Source: an optimization exercise on an open RTL-to-GDS flow (aim: small area, a short achievable clock period and few clock cycles per item). Production flows keep margins and buffers that such runs may drop. Function was checked by simulation only, so behaviour that the tests miss may differ from the original.

## flow/design.v (module list and top-level ports; edited modules follow where they fit)
// module imb_pattern_rom: 754 lines
// module imb_encoder: 1356 lines
module imb_encoder (
    input  wire         clk,
    input  wire         rst,         
    input  wire         in_valid,
    output wire         in_ready,
    input  wire [103:0] in_value,
    output wire         out_valid,
    input  wire         out_ready,
    output wire [129:0] out_bars,    
    output wire [10:0]  out_fcs,
    output wire         out_ovf,     
    output wire         out_err      
);
  // ...
==> flow/run.sh <==
#!/bin/bash
# synth_recipe.tcl (not shown) runs the flow's synth.tcl, then flattens the netlist and writes it again
# the make line also repeats each setting of config.mk as NAME=value (left out here)
make -C /OpenROAD-flow-scripts/flow DESIGN_CONFIG=/design/flow/config.mk WORK_HOME=/design/flow/orfs CLKGATE_MAP_FILE= SYNTH_SCRIPT=/design/flow/synth_recipe.tcl finish
==> flow/config.mk <==
export PLATFORM = sky130hd
export DESIGN_NAME = imb_encoder
export DESIGN_NICKNAME = imb_encoder
export VERILOG_FILES = /design/flow/design.v
export SDC_FILE = /design/flow/constraint.sdc
export NUM_CORES = 4
export LEC_CHECK = 0
export ABC_AREA = 1
export CAP_MARGIN = 20
export CELL_PAD_IN_SITES_DETAIL_PLACEMENT = 0
export CELL_PAD_IN_SITES_GLOBAL_PLACEMENT = 1
export CORE_MARGIN = 2
export CORE_UTILIZATION = 40
export GPL_ROUTABILITY_DRIVEN = 1
export PLACE_DENSITY = 0.6
export SETUP_SLACK_MARGIN = 4
export SLEW_MARGIN = 20
export SYNTH_MEMORY_MAX_BITS = 32768
==> flow/constraint.sdc <==
create_clock -name core_clock -period 8.0 [get_ports {clk}]
set_input_delay 1.6000 -clock core_clock [delete_from_list [all_inputs] [get_ports {clk}]]
set_output_delay 1.6000 -clock core_clock [all_outputs]
set_load 0.01 [all_outputs]
==> metrics.yaml, run 1 <==
run_status:
  status: "complete, no violations"
global_routing:
  grt.total_usage: 0.343
  grt_util_met2: 0.574
  busiest_layer: "met2"
setup_path:
  critPathMaxStageDelay_ns: 0.38
  critPathSlowestCell: "ha_1"
  path_common_cell: "nor2_1"
drt:
  via_per_inst: 5.84
  first_pass_iters: 10
  drtIter0Drc: 3961
sta:
  tightest_slew_ns: 1.06
  setup_slack_ns: 3.57
floorplan:
  die_x_um: 294
  die_area_sq_um: 86500
min_path:
  min_path_type: "register to register"
run:
  cap_viol_max_count: 0
clock_network:
  clkSinkCount: 334
  cts_resized: 343
layout:
  top_register: "pat"
  final-clk-cell-share: 0.0322
  nets: 5771
  nClkBuffers: 55
  signal_buffers: 498
  largest_register_ffs: 130
yosys:
  ys_ff_latch: 334
  synthXorXnorAreaFrac: 0.0442
  ys_seq_area_frac: 0.279
Testbench counts, summed over its fixed seeds: cycles 2,984, items 192.
==> run 2: changes to the inputs <==
--- a/flow/design.v
+++ b/flow/design.v
@@ -801,18 +801,28 @@
     reg  [9:0]  d0;             
     reg  [10:0] dh [1:9];       
     reg  [10:0] crc;
     reg         ovfa;           
     reg  [3:0]  li;             
     reg  [12:0] pat [0:9];
     reg  [10:0] fcs_o;
     reg         ovf_o, err_o, val_o;
-    reg  [9:0]  live, first;
-    reg  [3:0]  lmax;
+    reg  [9:0]  first;
+    wire [9:0]  live;
+    assign live[0] = (xb >= 4'd0);
+    assign live[1] = (xb >= 4'd1);
+    assign live[2] = (xb >= 4'd2);
+    assign live[3] = (xb >= 4'd4);
+    assign live[4] = (xb >= 4'd5);
+    assign live[5] = (xb >= 4'd7);
+    assign live[6] = (xb >= 4'd8);
+    assign live[7] = (xb >= 4'd10);
+    assign live[8] = (xb >= 4'd11);
+    assign live[9] = (xb >= 4'd13);
     reg  [9:0]  live_n, first_n;
     reg  [3:0]  lmax_n;
     wire        fetch  = !stall && in_valid;
     wire        adv    = xv && !stall;
     wire        last   = adv && (xb == 4'd14);
     wire        xv_n   = stall ? xv : in_valid;
     wire [3:0]  xb_n   = fetch ? fb : xb;
     wire [3:0]  fb_n   = fetch ? ((fb == 4'd14) ? 4'd0 : fb + 4'd1) : fb;
@@ -1988,19 +1998,17 @@
             xv    <= xv_n;
             li    <= li_n;
             ia    <= li;
             val_o <= val_n;
             stall <= stall_n;
             rdy   <= rdy_n;
         end
         xb    <= xb_n;
-        live  <= live_n;
         first <= first_n;
-        lmax  <= lmax_n;
         if (fetch)
             xc <= chunk;
         if (adv) begin
             d0 <= n0;
             if (live[1]) dh[1] <= nh[1];
             if (live[2]) dh[2] <= nh[2];
             if (live[3]) dh[3] <= nh[3];
             if (live[4]) dh[4] <= nh[4];
--- a/flow/config.mk
+++ b/flow/config.mk
@@ -7,12 +7,12 @@
 export LEC_CHECK = 0
 export ABC_AREA = 1
 export CAP_MARGIN = 20
 export CELL_PAD_IN_SITES_DETAIL_PLACEMENT = 0
 export CELL_PAD_IN_SITES_GLOBAL_PLACEMENT = 1
 export CORE_MARGIN = 2
 export CORE_UTILIZATION = 40
 export GPL_ROUTABILITY_DRIVEN = 1
-export PLACE_DENSITY = 0.6
+export PLACE_DENSITY = 0.5
 export SETUP_SLACK_MARGIN = 4
 export SLEW_MARGIN = 20
 export SYNTH_MEMORY_MAX_BITS = 32768
==> run 2 against run 1 <==
Worst setup slack gained 0.20 ns; highest routed layer unchanged; maximum frequency grew 4.8%; design area grew 1.4%; utilization shrank 0.087 points; synthesized cell count grew 0.94%; worst hold slack lost 0.0074 ns; via count shrank 0.47%; area after synthesis grew 1.3%.
==> metrics.yaml, run 2 <==
run_status:
  status: "complete, no violations"  # unchanged
yosys:
  ys_ff_latch: 325  # was 334
  synth_top_area_share: 0.238  # was 0.241
  synthTopCellsByArea: "edfxtp_1, nand2_1, ha_1"  # unchanged
  yosys.cell_count.top_type: "nand2_1"  # unchanged
  synth_edf_count: 270  # unchanged
  synth_cell_types: 79  # was 69
  synth_area_leader_cell: "edfxtp_1"  # unchanged
  synth_nets: 5438  # was 5391
  yosys-mux-area-fraction: 0.000294  # was 0.000297
  synthXorXnorAreaFrac: 0.0437  # was 0.0442
  async_reset_ff_frac: 0  # unchanged
  synth-main-ff-cell: "edfxtp_1"  # unchanged
  synth_top_family_by_area: "simple AND/OR/NAND/NOR gates"  # unchanged
  synth-adder-area-share: 0.0992  # was 0.100
  yosys.area_share.simple: 0.287  # was 0.278
  syn_area_sq_um: 34100  # was 33700 sq um
  synth_compound_area_frac: 0.198  # was 0.200
  yosys_warnings: 4  # unchanged
  syn_inst: 5071  # was 5024
  synth_top_cells_by_count: "nand2_1, inv_1, nor2_1"  # unchanged
  postSynthAreaPerCell_sq_um: 6.72  # was 6.70 sq um
  ys_seq_area_frac: 0.270  # was 0.279
sta:
  slew-limit-headroom: 0.243  # was 0.293
  fin_crit_sh: 0.528  # was 0.554
  max_freq_ghz: 0.237  # was 0.226 GHz
  period_needed_ns: 4.22  # was 4.43 ns
  setup_viol: 0  # unchanged
  rsz0062_at_grt: "true"  # unchanged
  hold_viol: 0  # unchanged
  finalSetupTns_ns: 0  # unchanged
  slew_violations: 0  # unchanged
  setup_slack_ns: 3.78  # was 3.57 ns
  tightest_slew_ns: 1.14  # was 1.06 ns
  skew_ns: 0.0359  # was 0.0541 ns
layout:
  area_growth_pct: 27.0  # was 26.9%
  final_cell_mix: "nand2_1, inv_1, nor2_1"  # unchanged
  final_cell_count_no_fill: 6634  # was 6516
  nets: 5821  # was 5771
  final_common_cell: "nand2_1"  # unchanged
  top_register: "pat"  # unchanged
  largestRegisters: "pat: 130 flops, dh: 99 flops"  # unchanged
  drive_gt1_frac: 0.169  # was 0.159
  final_area_sq_um: 43300  # was 42700 sq um
  largest_register_ffs: 130  # unchanged
setup_path:
  critPathSlowestCell: "edfxtp_1"  # was ha_1
  startpoint_type: "register"  # unchanged
  path_common_cell: "a21oi_2"  # was nor2_1
  critPathMaxStageDelay_ns: 0.37  # was 0.38 ns
  timing.rr.start: "d0[2]"  # was first[0]
  worstPathArrival_ns: 4.57  # was 4.79 ns
  critPathKind: "register to register"  # unchanged
  endpoint_kind: "register"  # unchanged
  worstPathRequired_ns: 8.35  # was 8.36 ns
  crit_family: "compound AO/OA/AOI/OAI gates"  # unchanged
  crit_buf_inv: 5  # was 7
  worst-path-max-fanout: 5  # unchanged
  crit_start: "d0[2]"  # was first[0]
floorplan:
  die_area_sq_um: 87600  # was 86500 sq um
  die_h_um: 296  # was 294 um
  core_area_sq_um: 84900  # was 83600 sq um
  rows: 107  # was 106
  ios: 253  # unchanged
  initial_core_util: 0.402  # was 0.403
  die_x_um: 296  # was 294 um
global_routing:
  antenna_found_initial: 2  # was 3
  grt_max_degree: 66  # was 57
  grt.total_usage: 0.324  # was 0.343
  grt_pass1_vias: 35172  # was 35891
  grt-ovfl-total: 0  # unchanged
  grt_pass1_wl_um: 218000  # was 226000 um
min_path:
  min_path_type: "register to register"  # unchanged
  min_from: "li[0]"  # was ovf_o
drt:
  drtIter0Drc: 4101  # was 3961
  dr_wl_met2_um: 67900  # was 72700 um
  highest_layer: "met5"  # unchanged
  first_pass_iters: 7  # was 10
  vias: 37859  # was 38037
  drt_wl_total_um: 148000  # was 155000 um
  via_per_inst: 5.71  # was 5.84
  drc: 0  # unchanged
  dr_wl_met3_um: 11800  # was 12300 um
  wl_met1_um: 59400  # was 58500 um
  antenna_left: 0  # unchanged
  wl_per_cell_um: 22.4  # was 23.8 um
clock_network:
  cts_buffers: 43  # was 42
  clock_path_buffers: 3  # unchanged
  clkSinkCount: 325  # was 334
  clkTransAtPathRegs_ns: 0.06  # about the same
  cts-root-buf: "clkbuf_16"  # unchanged
  cts_hold_buf: 0  # unchanged
  insertion_delay_ns: 0.60  # was 0.61 ns
  cts_tree: "done"  # unchanged
  cts-htree-levels: 2  # unchanged
placement:
  post-dp-hpwl_um: 107000  # was 113000 um
  placed_area_sq_um: 37600  # was 37400 sq um
  dp.cells: 6333  # was 6251
  port_buffers: 252  # unchanged
  place_ws_ns: 2.55  # was 2.29 ns
  place.gp.congestion: 1.01  # was 1.03
run:
  cap_viol_max_count: 0  # unchanged
==> run 2: cell count changes in the layout (fill, tap and decap cells not counted), moves of 10 or more <==
cell	delta
inv_2	+18
nand3_1	+11
o21ai_1	+32
inv_1	-15
nand2_1	-16
buf_4	+18
a211oi_1	-10
o22ai_1	+10
nor2_1	+13
o21ai_0	-20
nand2_4	+15
o31ai_1	+15
==> run 2: per-layer routing <==
| layer | vias up | track usage |
|---|---|---|
| met5 | - | 0 |
| met4 | 2 | 0.160 |
| met3 | 557 | 0.0476 |
| met2 | 1994 | 0.527 |
| met1 | 17464 | 0.420 |
| li1 | 17842 | - |
==> run 2: worst paths after layout <==
path                to  slack (ns)  cells after the start
max          dh[1][10]        3.78                     28
min reg2reg      li[0]        0.48                      1
min              li[0]        0.48                      1
max reg2reg  dh[1][10]        3.78                     28
==> run 2: final cells by class <==
cell class                 instances  area (sq um)
timing repair inverter             2          12.5
inverter                         685          2720
sequential                       325          9240
clock buffer                      60          1200
multi-input combinational       3888         23700
timing repair buffer             509          4750
antenna                            1          2.50
clock inverter                    20           283
tap                             1144          1430
fill                            8545         41600
==> run 2: cells by family (layout without fill, tap and decap cells) <==
logic type,count (synthesis),after routing
compound gates,1152,1152
xor+xnor,167,167
fa+ha+maj,259,259
buf+inv,861,1276
flops,325,325
mux,1,1
other cells,0,1
simple gates,2306,2309
==> run 2: worst reg2reg max path: cells and delay by family, from the launching register on <==
family,cells,cell delay [ns]
compound gates,10,1.47
simple gates,8,0.79
fa+ha+maj,3,0.60
buf+inv,5,0.54
flops,1,0.37
mux,1,0.13
xor+xnor,1,0.09
==> run 2: per-stage QoR <==
stage          hold WS, ns  utilization
2_1_floorplan        0.426            -
3_3_place_gp         0.452        0.443
3_5_place_dp         0.469        0.443
4_1_cts              0.494        0.485
5_1_grt              0.492        0.510
6_report             0.477        0.510
==> run 2: what timing repair did <==
item                       CTS  global route
gates resized for setup    349           353
setup buffers              121            91
setup endpoints to repair  206           186
pin swaps                   74           121
cloned                       6             2
Testbench counts of run 2, summed over its fixed seeds: cycles 2,984, items 192.

separate check: timing with driven ports:
How much do the figures lean on ideal ports? The routed layouts below were timed once more, with nothing changed but the port constraints. Step 1 (the two cells are an assumption about what drives the block):
set clk [get_ports {clk}]
set_driving_cell -lib_cell sky130_fd_sc_hd__clkbuf_16 $clk
set_driving_cell -lib_cell sky130_fd_sc_hd__buf_2 [delete_from_list [all_inputs] $clk]
Step 2 times the ports against the registers' clock, not the clock port: input delays grow and output delays shrink by t, the midpoint of the rising clock arrivals with the driver on. Three values: no drivers, after step 1, after step 2; two values: the first two.
run	shift t [ns]	setup WS [ns]	worst hold slack (ns)	worst register clock-pin slew, ns
run 1	0.650	3.571 / 3.571 / 3.521	0.484 / 0.484 / 0.484	0.06 / 0.06
run 2	0.651	3.776 / 3.776 / 3.526	0.477 / 0.477 / 0.477	0.07 / 0.07
After both steps setup and hold are still met in every run listed. For run 2, which loses most, drivers alone change the setup slack by 0.000 ns; drivers and shift together by -0.250 ns.
